Context: an optimization exercise on an open-source flow, tuned for small area, a short achievable clock period and few clock cycles per item. The choices shown serve that exercise and are no tape-out recipe.
RTL that was checked went through simulation tests only; none was proved equivalent to the original.
Power is estimated from default activity; no workload was simulated.

==> 05-19: inputs <==
==> flow/design.v <==
module qb3_respond (
    input  wire [31:0] req,
    input  wire [7:0]  rab,          
    output wire [31:0] word0,
    output wire [31:0] word1
);
    wire [3:0]  op  = req[31:28];
    wire [3:0]  r_lo = rab[3:0];
    wire [3:0]  r_hi = rab[7:4];
    wire [3:0]  r    = {r_hi[2] | r_hi[3], r_hi[1] | r_hi[3],
                        r_lo[2] | r_lo[3], r_lo[1] | r_lo[3]};
    wire [4:0]  bw  = req[23:19];
    wire        rsv = |req[18:17];
    wire [16:0] d   = req[16:0];
    function [15:0] onehot16;
        input [3:0] v;
        integer i;
        begin
            for (i = 0; i < 16; i = i + 1)
                onehot16[i] = (v == i);
        end
    endfunction
    function [15:0] below16;
        input [15:0] oh;
        integer i;
        begin
            below16[15] = 1'b0;
            for (i = 14; i >= 0; i = i - 1)
                below16[i] = below16[i + 1] | oh[i + 1];
        end
    endfunction
    function [4:0] oh_plus;
        input [15:0] oh;
        input [1:0]  add;
        integer i, v;
        begin
            oh_plus = 5'd0;
            for (i = 0; i < 16; i = i + 1) begin
                v = i + add;
                oh_plus = oh_plus | ({5{oh[i]}} & v[4:0]);
            end
        end
    endfunction
    wire [15:0] opd = onehot16(op) & {16{!rsv}};
    wire op_mse  = opd[1];
    wire op_msd  = opd[2];
    wire op_cwe  = opd[3];
    wire op_cwd  = opd[4];
    wire op_enc  = opd[5];
    wire op_dec  = opd[6];
    wire op_swe  = opd[7];
    wire op_swd  = opd[8];
    wire op_cwd2 = opd[9];
    wire op_dec2 = opd[10];
    wire op_tbe  = opd[11];
    wire op_tbd  = opd[12];
    wire op_bad  = rsv | opd[0] | opd[13] | opd[14] | opd[15];
    wire [3:0]  lo_gt = {1'b0, r_lo[3], r_lo[3] | r_lo[2], r_lo[3] | r_lo[2] | r_lo[1]};
    wire [3:0]  hi_gt = {1'b0, r_hi[3], r_hi[3] | r_hi[2], r_hi[3] | r_hi[2] | r_hi[1]};
    reg  [15:0] eq, lt;
    integer j;
    always @* begin
        for (j = 0; j < 16; j = j + 1) begin
            eq[j] = r_hi[j / 4] & r_lo[j % 4];
            lt[j] = hi_gt[j / 4] | (r_hi[j / 4] & lo_gt[j % 4]);
        end
    end
    wire [16:0] gt = {1'b1, ~(lt | eq)};
    wire        r0 = eq[0];
    wire [4:0]  r_p0 = {1'b0, r};
    wire [4:0]  r_p1 = oh_plus(eq, 2'd1);
    wire [4:0]  r_p2 = oh_plus(eq, 2'd2);
    wire        s   = d[16];
    wire [15:0] x   = d[15:0] ^ {16{s}};
    wire [16:0] mse = {x, s};
    wire [15:0] bw_lt  = below16(onehot16(bw[3:0]));
    wire        bw_big = bw[4] & |bw[3:0];                  
    wire        w_bad  = !bw[4] & |(x & ~bw_lt);            
    wire        rng_x  = |(x & ~lt);                        
    wire        rng_d  = |(d & gt);                         
    wire        rng_d2 = |(d[16:1] & gt[15:0]);             
    wire        sw_rng = |(x & ~{1'b0, lt[15:1]});          
    wire        pre  = op_enc | op_mse;
    wire [16:0] m    = pre ? mse : d;
    wire        d_at_r   = |(d[15:0] & eq);
    wire        d_at_rm1 = |(d[14:0] & eq[15:1]);
    wire        d_at_rm2 = |(d[13:0] & eq[15:2]);
    wire        e_long = op_enc ? (r0 ? s : d_at_rm1 ^ s) : d_at_r;
    wire        e_mid  = op_enc ? (eq[1] ? s : d_at_rm2 ^ s) : d_at_rm1;
    wire        eL = !r0 & e_long;
    wire        eM = !r0 & !e_long & e_mid;
    wire        eS = !r0 & !e_long & !e_mid;
    wire [16:0] e_bits =
        {16'd0, r0 & m[0]} |
        ({17{eL}} & {m[14:0] & lt[14:0], 2'b11}) |
        ({17{eM}} & {m[14:0] & lt[15:1], 2'b01}) |
        ({17{eS}} & {m[15:0], 1'b0});
    wire [1:0]  e_k = {eL, r0 | eM};
    wire        dL = !r0 & d[0] & d[1];
    wire        dM = !r0 & d[0] & !d[1];
    wire        dS = !r0 & !d[0];
    wire [15:0] d_val =
        {15'd0, r0 & d[0]} |
        ({16{dL}} & (({1'b0, d[16:2]} & lt) | eq)) |
        ({16{dM}} & (({1'b0, d[16:2]} & {1'b0, lt[15:1]}) | {1'b0, eq[15:1]})) |
        ({16{dS}} & (d[16:1] & {1'b0, lt[15:1]}));
    wire [1:0]  d_k = {dL, r0 | dM};
    wire        use_e  = op_cwe | op_enc | op_tbe;
    wire [1:0]  k      = use_e ? e_k : d_k;
    wire [4:0]  len_rk = ({5{k == 2'd0}} & r_p0) | ({5{k == 2'd1}} & r_p1) |
                         ({5{k[1]}} & r_p2);
    wire [16:0] v_in  = op_msd ? d : {1'b0, d_val};
    wire        post  = op_msd | op_dec | op_dec2;
    wire [16:0] w_out = {v_in[16:1] ^ {16{post & v_in[0]}}, v_in[0]};
    wire [16:0] w_fin = post ? {w_out[0], w_out[16:1]} : v_in;
    wire        r1  = !r[1];
    wire [3:0]  l1h = r1 ? {1'b0, dL, dM, dS}              
                         : {dL, dM, dS, 1'b0};
    wire [3:0]  w2  = ({4{l1h[0]}} & d[4:1]) | ({4{l1h[1]}} & d[5:2]) |
                      ({4{l1h[2]}} & d[6:3]) | ({4{l1h[3]}} & d[7:4]);
    wire        c2L = w2[0] & w2[1];
    wire        c2M = w2[0] & !w2[1];
    wire [2:0]  v2  = r1 ? {1'b0, c2L, c2M | (c2L & w2[2])}
                         : {c2L, c2M | (c2L & w2[3]), (c2M & w2[2]) | (c2L & w2[2]) | (!w2[0] & w2[1])};
    wire [1:0]  k2  = {c2L, c2M};
    wire [16:0] v2_ms = {{15{v2[0]}}, v2[2:1] ^ {2{v2[0]}}};
    wire [2:0]  ksum;
    assign ksum[0] = d_k[0] ^ k2[0];
    assign ksum[1] = (d_k[1] ^ k2[1]) ^ (d_k[0] & k2[0]);
    assign ksum[2] = (d_k[1] & k2[1]) | ((d_k[1] | k2[1]) & d_k[0] & k2[0]);
    wire [4:0]  len_dd = r1 ? {2'b00, ksum[1] | ksum[2], ~ksum[1], ksum[0]}
                            : {1'b0, ksum[2], ~ksum[2], ksum[1], ksum[0]};
    wire        u_bad  = !(eq[3] | eq[4] | eq[5] | eq[6]);
    wire [5:0]  u_max  = lt[5:0];                  
    wire        d_zero = ~|d;
    wire [5:0]  sm_f    = (mse[5:0] == u_max) ? 6'd0 : mse[5:0];
    wire        se_long = |(sm_f & eq[6:1]);        
    wire        se_mid  = |(sm_f & eq[7:2]);        
    wire [7:0]  se_bits = ({8{se_long}} & {sm_f[4:0] & lt[5:1], 3'b111}) |
                          ({8{!se_long & se_mid}} & {sm_f[4:0] & lt[6:2], 3'b011}) |
                          ({8{!se_long & !se_mid}} & {sm_f, 2'b01});
    wire [1:0]  se_k    = {se_long, !se_long & se_mid};
    wire        sd_long = d[1] & d[2];
    wire        sd_mid  = d[1] & !d[2];
    wire [5:0]  sd_v    = ({6{sd_long}} & ((d[8:3] & lt[6:1]) | eq[6:1])) |
                          ({6{sd_mid}} & ((d[8:3] & lt[7:2]) | eq[7:2])) |
                          ({6{!d[1]}} & (d[7:2] & lt[7:2]));
    wire [1:0]  sd_k    = {sd_long, sd_mid};
    wire        sd_rsvd = (sd_v == u_max);
    wire [5:0]  sd_m    = (sd_v == 6'd0) ? u_max : sd_v;
    wire [16:0] sd_ms   = {{12{sd_m[0]}}, sd_m[5:1] ^ {5{sd_m[0]}}};
    wire [1:0]  sw_k    = op_swe ? se_k : sd_k;
    wire [4:0]  sw_len  = ({5{sw_k == 2'd0}} & r_p0) | ({5{sw_k == 2'd1}} & r_p1) |
                          ({5{sw_k[1]}} & r_p2);    
    wire r_hi11   = |eq[15:12];                                
    wire tbe_pack = !r0 & (e_long ? (r_hi11 | eq[11]) :
                           e_mid  ? r_hi11 :
                                    (r_hi11 & !eq[12]));      
    wire e_bw  = (op_mse | op_enc) & bw_big;                   
    wire e_w   = (op_mse | op_enc) & !bw_big & w_bad;          
    wire e_rng = (op_enc & !bw_big & !w_bad & rng_x) |
                 ((op_cwe | op_tbe) & rng_d) |
                 (op_tbd & rng_d2);                            
    wire e_u   = (op_swe | op_swd) & u_bad;                    
    wire e_dl  = op_swe & !u_bad & sw_rng;                     
    wire e_rs  = op_swd & !u_bad & d[0] & sd_rsvd;             
    wire e_r2  = (op_cwd2 | op_dec2) & !(eq[1] | eq[2]);       
    wire e_pk  = (op_tbe & !rng_d & tbe_pack) |
                 (op_tbd & !rng_d2 & r_hi11);                  
    wire [3:0] status = {e_rs | e_pk,
                         e_w | e_rng | e_u | e_dl,
                         e_r2 | e_bw | e_u | e_dl,
                         op_bad | e_bw | e_rng | e_dl | e_pk};
    wire ok = !(op_bad | e_bw | e_w | e_rng | e_u | e_dl | e_rs | e_r2 | e_pk);
    wire s_w    = op_msd | op_cwd | op_dec | op_cwd2 | op_dec2;
    wire s_e    = op_cwe | op_enc;
    wire s_swe  = op_swe & !d_zero;
    wire s_swd  = op_swd & d[0];
    wire s_lo_e = s_e | op_tbe;                  
    wire s_lo_w = s_w | op_tbd;                  
    wire [16:0] data0_a =
        ({17{op_mse}} & m) |
        {({5{s_e}} & e_bits[16:12]) | ({5{s_w}} & w_fin[16:12]) |
         ({5{op_tbe}} & {1'b0, len_rk[3:0]}) | ({5{op_tbd}} & {3'b0, k}),
         ({12{s_lo_e}} & e_bits[11:0]) | ({12{s_lo_w}} & w_fin[11:0])} |
        ({17{s_swe}} & {9'd0, se_bits}) |
        ({17{s_swd}} & sd_ms);
    wire [16:0] data1_a =
        ({17{op_cwd2}} & {14'd0, v2}) | ({17{op_dec2}} & v2_ms);
    wire        nc_a = (op_swe & d_zero) | (op_swd & !d[0]);
    wire [4:0]  len_a =
        ({5{s_e | op_cwd | op_dec}} & len_rk) |
        ({5{s_swe | s_swd}} & sw_len) |
        {4'd0, nc_a} |
        ({5{op_cwd2 | op_dec2}} & len_dd);
    wire [16:0] data0 = {17{ok}} & data0_a;
    wire [16:0] data1 = {17{ok}} & data1_a;
    wire [4:0]  len   = {5{ok}} & len_a;
    wire        nc    = ok & nc_a;
    assign word0 = {5'd0, status, nc, len, data0};
    assign word1 = {15'd0, data1};
endmodule
module qb3_core (
    input  wire        clk,
    input  wire        rst,
    input  wire        req_valid,
    output reg         req_ready,
    input  wire [31:0] req_word,
    output reg         rsp_valid,
    input  wire        rsp_ready,
    output reg  [31:0] rsp_word0,
    output reg  [31:0] rsp_word1
);
    wire [29:0] req_c = {req_word[31:28] & {4{~|req_word[18:17]}},
                         req_word[27:19], req_word[16:0]};
    reg  [29:0] in_q;        
    reg  [7:0]  in_rab;      
    reg         in_v;
    reg  [29:0] sk_q;        
    reg         sk_v;
    wire [29:0] in_n = sk_v ? sk_q : req_c;
    wire [31:0] next_word0, next_word1;
    qb3_respond u_respond (
        .req   ({in_q[29:17], 2'b00, in_q[16:0]}),
        .rab   (in_rab),
        .word0 (next_word0),
        .word1 (next_word1)
    );
    wire out_free = !rsp_valid || rsp_ready;      
    wire in_free  = !in_v || out_free;            
    wire take     = req_valid && req_ready;
    always @(posedge clk) begin
        if (in_free) begin
            in_q   <= in_n;
            in_rab <= {4'b0001 << in_n[25:24], 4'b0001 << in_n[23:22]};
        end
        if (!sk_v)
            sk_q <= req_c;
        if (out_free) begin
            rsp_word0 <= next_word0;
            rsp_word1 <= next_word1;
        end
    end
    wire in_v_n = in_free ? (sk_v || take) : in_v;
    wire sk_v_n = sk_v ? !in_free : (take && !in_free);
    always @(posedge clk) begin
        if (rst) begin
            in_v      <= 1'b0;
            sk_v      <= 1'b0;
            rsp_valid <= 1'b0;
            req_ready <= 1'b1;
        end else begin
            in_v      <= in_v_n;
            sk_v      <= sk_v_n;
            if (out_free)
                rsp_valid <= in_v;
            req_ready <= !sk_v_n;
        end
    end
endmodule
==> flow/flow/run.sh <==
#!/bin/bash
# Layout flow: the standard flow, unchanged synthesis, then the
# standard ORFS steps with port buffers of a plain buffer cell and a
# setup target tighter than the clock, so repair_timing works on the
# critical paths. Each step's output goes to its own log here.
set -euo pipefail
MARGIN=${MARGIN:-8.0}
bash standard.sh synth > synth.log 2>&1
bash standard.sh \
    "BUFFER_PORTS_ARGS=-buffer_cell sky130_fd_sc_hd__buf_2" \
    "SETUP_SLACK_MARGIN=$MARGIN" \
    "MATCH_CELL_FOOTPRINT=0" \
    finish > layout.log 2>&1
==> flow/standard.sh <==
#!/bin/bash
# synth_recipe.tcl (not shown) runs the flow's synth.tcl, then flattens the netlist and writes it again
# the make line also repeats each setting of config.mk as NAME=value (left out here)
make -C /OpenROAD-flow-scripts/flow DESIGN_CONFIG=/design/flow/config.mk WORK_HOME=/design/flow/orfs CLKGATE_MAP_FILE= SYNTH_SCRIPT=/design/flow/synth_recipe.tcl "${@:-finish}"
==> flow/config.mk <==
export PLATFORM = sky130hd
export DESIGN_NAME = qb3_core
export DESIGN_NICKNAME = qb3_core
export VERILOG_FILES = /design/flow/design.v
export SDC_FILE = /design/flow/constraint.sdc
export NUM_CORES = 4
export LEC_CHECK = 0
export ABC_AREA = 1
export CAP_MARGIN = 20
export CORE_MARGIN = 2
export CORE_UTILIZATION = 30
export PLACE_DENSITY = 0.5
export SLEW_MARGIN = 20
==> flow/constraint.sdc <==
create_clock -name core_clock -period 11.0 [get_ports {clk}]
set_input_delay 2.2000 -clock core_clock [delete_from_list [all_inputs] [get_ports {clk}]]
set_output_delay 2.2000 -clock core_clock [all_outputs]
set_load 0.01 [all_outputs]
==> 01-04 (differences from 05-19) <==
--- a/flow/design.v
+++ b/flow/design.v
@@ -1,4 +1,4 @@
 module qb3_respond (
-    input  wire [31:0] req,
-    input  wire [7:0]  rab,          
+    input  wire [31:0] req,          
+    input  wire [1:0]  bwc,          
     output wire [31:0] word0,
@@ -7,7 +7,3 @@
     wire [3:0]  op  = req[31:28];
-    wire [3:0]  r_lo = rab[3:0];
-    wire [3:0]  r_hi = rab[7:4];
-    wire [3:0]  r    = {r_hi[2] | r_hi[3], r_hi[1] | r_hi[3],
-                        r_lo[2] | r_lo[3], r_lo[1] | r_lo[3]};
-    wire [4:0]  bw  = req[23:19];
+    wire [3:0]  r   = req[27:24];
     wire        rsv = |req[18:17];
@@ -57,12 +53,4 @@
     wire op_bad  = rsv | opd[0] | opd[13] | opd[14] | opd[15];
-    wire [3:0]  lo_gt = {1'b0, r_lo[3], r_lo[3] | r_lo[2], r_lo[3] | r_lo[2] | r_lo[1]};
-    wire [3:0]  hi_gt = {1'b0, r_hi[3], r_hi[3] | r_hi[2], r_hi[3] | r_hi[2] | r_hi[1]};
-    reg  [15:0] eq, lt;
-    integer j;
-    always @* begin
-        for (j = 0; j < 16; j = j + 1) begin
-            eq[j] = r_hi[j / 4] & r_lo[j % 4];
-            lt[j] = hi_gt[j / 4] | (r_hi[j / 4] & lo_gt[j % 4]);
-        end
-    end
+    wire [15:0] eq = onehot16(r);
+    wire [15:0] lt = below16(eq);
     wire [16:0] gt = {1'b1, ~(lt | eq)};
@@ -75,5 +63,4 @@
     wire [16:0] mse = {x, s};
-    wire [15:0] bw_lt  = below16(onehot16(bw[3:0]));
-    wire        bw_big = bw[4] & |bw[3:0];                  
-    wire        w_bad  = !bw[4] & |(x & ~bw_lt);            
+    wire        bw_big = bwc[1];                            
+    wire        w_bad  = bwc[0];                            
     wire        rng_x  = |(x & ~lt);                        
@@ -87,4 +74,4 @@
     wire        d_at_rm2 = |(d[13:0] & eq[15:2]);
-    wire        e_long = op_enc ? (r0 ? s : d_at_rm1 ^ s) : d_at_r;
-    wire        e_mid  = op_enc ? (eq[1] ? s : d_at_rm2 ^ s) : d_at_rm1;
+    wire        e_long = |(m[15:0] & eq);
+    wire        e_mid  = |(m[14:0] & eq[15:1]);
     wire        eL = !r0 & e_long;
@@ -148,4 +135,5 @@
     wire [1:0]  sd_k    = {sd_long, sd_mid};
-    wire        sd_rsvd = (sd_v == u_max);
-    wire [5:0]  sd_m    = (sd_v == 6'd0) ? u_max : sd_v;
+    wire        sd_rsvd = sd_long & &(d[8:3] | ~lt[6:1]);
+    wire        sd_zero = !d[1] & ~|(d[7:2] & lt[7:2]);
+    wire [5:0]  sd_m    = sd_zero ? u_max : sd_v;
     wire [16:0] sd_ms   = {{12{sd_m[0]}}, sd_m[5:1] ^ {5{sd_m[0]}}};
@@ -202,2 +190,16 @@
 endmodule
+module qb3_bwchk (
+    input  wire [31:0] req,
+    output wire [1:0]  bwc
+);
+    wire [4:0]  bw = req[23:19];
+    wire [15:0] x  = req[15:0] ^ {16{req[16]}};
+    reg  [15:0] bw_ge;                       
+    integer i;
+    always @* begin
+        for (i = 0; i < 16; i = i + 1)
+            bw_ge[i] = (i >= bw[3:0]);
+    end
+    assign bwc = {bw[4] & |bw[3:0], !bw[4] & |(x & bw_ge)};
+endmodule
 module qb3_core (
@@ -213,14 +215,14 @@
 );
-    wire [29:0] req_c = {req_word[31:28] & {4{~|req_word[18:17]}},
-                         req_word[27:19], req_word[16:0]};
-    reg  [29:0] in_q;        
-    reg  [7:0]  in_rab;      
+    wire [1:0]  bwc;
+    qb3_bwchk u_bwchk (.req(req_word), .bwc(bwc));
+    wire [26:0] req_c = {req_word[31:28] & {4{~|req_word[18:17]}},
+                         req_word[27:24], bwc, req_word[16:0]};
+    reg  [26:0] in_q;        
     reg         in_v;
-    reg  [29:0] sk_q;        
+    reg  [26:0] sk_q;        
     reg         sk_v;
-    wire [29:0] in_n = sk_v ? sk_q : req_c;
     wire [31:0] next_word0, next_word1;
     qb3_respond u_respond (
-        .req   ({in_q[29:17], 2'b00, in_q[16:0]}),
-        .rab   (in_rab),
+        .req   ({in_q[26:19], 5'd0, 2'b00, in_q[16:0]}),
+        .bwc   (in_q[18:17]),
         .word0 (next_word0),
@@ -232,6 +234,4 @@
     always @(posedge clk) begin
-        if (in_free) begin
-            in_q   <= in_n;
-            in_rab <= {4'b0001 << in_n[25:24], 4'b0001 << in_n[23:22]};
-        end
+        if (in_free)
+            in_q <= sk_v ? sk_q : req_c;
         if (!sk_v)
--- a/flow/flow/run.sh
+++ b/flow/flow/run.sh
@@ -6,3 +6,3 @@
 set -euo pipefail
-MARGIN=${MARGIN:-8.0}
+MARGIN=${MARGIN:-7.6}
 bash standard.sh synth > synth.log 2>&1
- CORE_UTILIZATION: 30 -> 45
- GPL_TIMING_DRIVEN: default -> 1
- PLACE_DENSITY: 0.5 -> 0.65
- SLEW_MARGIN: 20 -> 40
==> 01-23 (differences from 05-19) <==
--- a/flow/design.v
+++ b/flow/design.v
@@ -2,3 +2,2 @@
     input  wire [31:0] req,
-    input  wire [7:0]  rab,          
     output wire [31:0] word0,
@@ -7,6 +6,3 @@
     wire [3:0]  op  = req[31:28];
-    wire [3:0]  r_lo = rab[3:0];
-    wire [3:0]  r_hi = rab[7:4];
-    wire [3:0]  r    = {r_hi[2] | r_hi[3], r_hi[1] | r_hi[3],
-                        r_lo[2] | r_lo[3], r_lo[1] | r_lo[3]};
+    wire [3:0]  r   = req[27:24];
     wire [4:0]  bw  = req[23:19];
@@ -57,12 +53,4 @@
     wire op_bad  = rsv | opd[0] | opd[13] | opd[14] | opd[15];
-    wire [3:0]  lo_gt = {1'b0, r_lo[3], r_lo[3] | r_lo[2], r_lo[3] | r_lo[2] | r_lo[1]};
-    wire [3:0]  hi_gt = {1'b0, r_hi[3], r_hi[3] | r_hi[2], r_hi[3] | r_hi[2] | r_hi[1]};
-    reg  [15:0] eq, lt;
-    integer j;
-    always @* begin
-        for (j = 0; j < 16; j = j + 1) begin
-            eq[j] = r_hi[j / 4] & r_lo[j % 4];
-            lt[j] = hi_gt[j / 4] | (r_hi[j / 4] & lo_gt[j % 4]);
-        end
-    end
+    wire [15:0] eq = onehot16(r);
+    wire [15:0] lt = below16(eq);
     wire [16:0] gt = {1'b1, ~(lt | eq)};
@@ -216,3 +204,2 @@
     reg  [29:0] in_q;        
-    reg  [7:0]  in_rab;      
     reg         in_v;
@@ -220,3 +207,2 @@
     reg         sk_v;
-    wire [29:0] in_n = sk_v ? sk_q : req_c;
     wire [31:0] next_word0, next_word1;
@@ -224,3 +210,2 @@
         .req   ({in_q[29:17], 2'b00, in_q[16:0]}),
-        .rab   (in_rab),
         .word0 (next_word0),
@@ -232,6 +217,4 @@
     always @(posedge clk) begin
-        if (in_free) begin
-            in_q   <= in_n;
-            in_rab <= {4'b0001 << in_n[25:24], 4'b0001 << in_n[23:22]};
-        end
+        if (in_free)
+            in_q <= sk_v ? sk_q : req_c;
         if (!sk_v)
--- a/flow/flow/run.sh
+++ b/flow/flow/run.sh
@@ -6,3 +6,3 @@
 set -euo pipefail
-MARGIN=${MARGIN:-8.0}
+MARGIN=${MARGIN:-7.6}
 bash standard.sh synth > synth.log 2>&1
==> 06-06 (differences from 05-19) <==
--- a/flow/design.v
+++ b/flow/design.v
@@ -1,4 +1,4 @@
 module qb3_respond (
-    input  wire [31:0] req,
-    input  wire [7:0]  rab,          
+    input  wire [31:0] req,          
+    input  wire [1:0]  bwc,          
     output wire [31:0] word0,
@@ -7,7 +7,3 @@
     wire [3:0]  op  = req[31:28];
-    wire [3:0]  r_lo = rab[3:0];
-    wire [3:0]  r_hi = rab[7:4];
-    wire [3:0]  r    = {r_hi[2] | r_hi[3], r_hi[1] | r_hi[3],
-                        r_lo[2] | r_lo[3], r_lo[1] | r_lo[3]};
-    wire [4:0]  bw  = req[23:19];
+    wire [3:0]  r   = req[27:24];
     wire        rsv = |req[18:17];
@@ -57,12 +53,4 @@
     wire op_bad  = rsv | opd[0] | opd[13] | opd[14] | opd[15];
-    wire [3:0]  lo_gt = {1'b0, r_lo[3], r_lo[3] | r_lo[2], r_lo[3] | r_lo[2] | r_lo[1]};
-    wire [3:0]  hi_gt = {1'b0, r_hi[3], r_hi[3] | r_hi[2], r_hi[3] | r_hi[2] | r_hi[1]};
-    reg  [15:0] eq, lt;
-    integer j;
-    always @* begin
-        for (j = 0; j < 16; j = j + 1) begin
-            eq[j] = r_hi[j / 4] & r_lo[j % 4];
-            lt[j] = hi_gt[j / 4] | (r_hi[j / 4] & lo_gt[j % 4]);
-        end
-    end
+    wire [15:0] eq = onehot16(r);
+    wire [15:0] lt = below16(eq);
     wire [16:0] gt = {1'b1, ~(lt | eq)};
@@ -75,5 +63,4 @@
     wire [16:0] mse = {x, s};
-    wire [15:0] bw_lt  = below16(onehot16(bw[3:0]));
-    wire        bw_big = bw[4] & |bw[3:0];                  
-    wire        w_bad  = !bw[4] & |(x & ~bw_lt);            
+    wire        bw_big = bwc[1];                            
+    wire        w_bad  = bwc[0];                            
     wire        rng_x  = |(x & ~lt);                        
@@ -87,4 +74,4 @@
     wire        d_at_rm2 = |(d[13:0] & eq[15:2]);
-    wire        e_long = op_enc ? (r0 ? s : d_at_rm1 ^ s) : d_at_r;
-    wire        e_mid  = op_enc ? (eq[1] ? s : d_at_rm2 ^ s) : d_at_rm1;
+    wire        e_long = |(m[15:0] & eq);
+    wire        e_mid  = |(m[14:0] & eq[15:1]);
     wire        eL = !r0 & e_long;
@@ -148,4 +135,5 @@
     wire [1:0]  sd_k    = {sd_long, sd_mid};
-    wire        sd_rsvd = (sd_v == u_max);
-    wire [5:0]  sd_m    = (sd_v == 6'd0) ? u_max : sd_v;
+    wire        sd_rsvd = sd_long & &(d[8:3] | ~lt[6:1]);
+    wire        sd_zero = !d[1] & ~|(d[7:2] & lt[7:2]);
+    wire [5:0]  sd_m    = sd_zero ? u_max : sd_v;
     wire [16:0] sd_ms   = {{12{sd_m[0]}}, sd_m[5:1] ^ {5{sd_m[0]}}};
@@ -202,2 +190,16 @@
 endmodule
+module qb3_bwchk (
+    input  wire [31:0] req,
+    output wire [1:0]  bwc
+);
+    wire [4:0]  bw = req[23:19];
+    wire [15:0] x  = req[15:0] ^ {16{req[16]}};
+    reg  [15:0] bw_ge;                       
+    integer i;
+    always @* begin
+        for (i = 0; i < 16; i = i + 1)
+            bw_ge[i] = (i >= bw[3:0]);
+    end
+    assign bwc = {bw[4] & |bw[3:0], !bw[4] & |(x & bw_ge)};
+endmodule
 module qb3_core (
@@ -213,14 +215,14 @@
 );
-    wire [29:0] req_c = {req_word[31:28] & {4{~|req_word[18:17]}},
-                         req_word[27:19], req_word[16:0]};
-    reg  [29:0] in_q;        
-    reg  [7:0]  in_rab;      
+    wire [1:0]  bwc;
+    qb3_bwchk u_bwchk (.req(req_word), .bwc(bwc));
+    wire [26:0] req_c = {req_word[31:28] & {4{~|req_word[18:17]}},
+                         req_word[27:24], bwc, req_word[16:0]};
+    reg  [26:0] in_q;        
     reg         in_v;
-    reg  [29:0] sk_q;        
+    reg  [26:0] sk_q;        
     reg         sk_v;
-    wire [29:0] in_n = sk_v ? sk_q : req_c;
     wire [31:0] next_word0, next_word1;
     qb3_respond u_respond (
-        .req   ({in_q[29:17], 2'b00, in_q[16:0]}),
-        .rab   (in_rab),
+        .req   ({in_q[26:19], 5'd0, 2'b00, in_q[16:0]}),
+        .bwc   (in_q[18:17]),
         .word0 (next_word0),
@@ -232,6 +234,4 @@
     always @(posedge clk) begin
-        if (in_free) begin
-            in_q   <= in_n;
-            in_rab <= {4'b0001 << in_n[25:24], 4'b0001 << in_n[23:22]};
-        end
+        if (in_free)
+            in_q <= sk_v ? sk_q : req_c;
         if (!sk_v)
--- a/flow/flow/run.sh
+++ b/flow/flow/run.sh
@@ -6,3 +6,3 @@
 set -euo pipefail
-MARGIN=${MARGIN:-8.0}
+MARGIN=${MARGIN:-7.6}
 bash standard.sh synth > synth.log 2>&1
- CORE_UTILIZATION: 30 -> 45
- GPL_TIMING_DRIVEN: default -> 1
- PLACE_DENSITY: 0.5 -> 0.65
==> out/metrics.csv <==
metric,value,unit
outcome,timing/DRC/antenna clean,
Layout Utilization,53.6,%
area of the multi-input gates,0.00527,mm²
crit path from,req_word[21],
crit path launch type,primary input,
total number of vias,9871,
post_cts resized,23,
n_diodes,0,
largest net degree at the start of global routing,38,
gpl congestion,1.07,
[end of results for 06-06]
==> out/metrics.csv <==
metric,value,unit
outcome,timing/DRC/antenna clean,
Layout Utilization,53.7,%
total number of vias,9754,
crit path from,rsp_word1[15]$_DFFE_PP_,
Starting Density,46.0,%
area of the multi-input gates,0.00528,mm²
n_diodes,0,
post_cts resized,27,
crit path launch type,flop,
[end of results for 01-04]
==> out/metrics.csv <==
metric,value,unit
outcome,timing/DRC/antenna clean,
clock network power share,27.7,%
Layout Utilization,36.3,%
area of the multi-input gates,0.00534,mm²
gpl congestion,1.05,
n_diodes,0,
Sequential Power,0.422,mW
FF-to-FF Start,in_q[23]$_DFFE_PN_,
routed wl met2,15.3,mm
CP most frequent cell,nand2_1,
crit path launch type,flop,
post_cts resized,38,
largest net degree at the start of global routing,34,
crit path from,in_q[23]$_DFFE_PN_,
total number of vias,9833,
[end of results for 01-23]
==> out/metrics.csv <==
metric,value,unit
crit path launch type,flop,
hold path depth,2,
total number of vias,10700,
Synth Area in Compound Gates,16.3,%
n_diodes,1,
Layout Utilization,42.2,%
post_cts resized,141,
Post-synth EDFFs,65,
largest net degree at the start of global routing,34,
gpl congestion,1.04,
outcome,timing/DRC/antenna clean,
[end of results for 05-19]
Testbench counts of 01-04, summed over its fixed seeds: cycles 32,016, items 32,000.
Testbench counts of 01-23, summed over its fixed seeds: cycles 32,016, items 32,000.
Testbench counts of 06-06, summed over its fixed seeds: cycles 32,016, items 32,000.
Function not checked in 05-19: the RTL went through the layout flow alone.

port drivers added, routing unchanged:
The flow's constraints put no driver on any port. The routed layouts listed below were extracted and timed again, unchanged, in two steps. Step 1, drivers: a clkbuf_16 drives clk and a buf_2 each remaining input, both assumed. Step 2 also shifts input and output timing later by t, the mid clock arrival at the registers, as if the neighbouring blocks saw the same clock. Slacks: ideal ports / drivers / drivers and shift; pairs: ideal ports / drivers.
run	shift t [ns]	slack for setup (ns)	latest minus earliest clock arrival (ns)	worst data-port slew with drivers (ns)
05-19	0.410	7.725 / 7.680 / 7.752	0.015 / 0.015	0.03
01-04	0.405	7.717 / 7.673 / 7.349	0.018 / 0.018	0.03
01-23	0.397	7.558 / 7.558 / 7.455	0.019 / 0.019	0.04
06-06	0.404	7.687 / 7.665 / 7.307	0.016 / 0.016	0.04
After both steps setup and hold are still met in every run listed. The setup slack of 06-06, which loses most, moves by -0.022 ns with the drivers and by -0.380 ns with both steps.
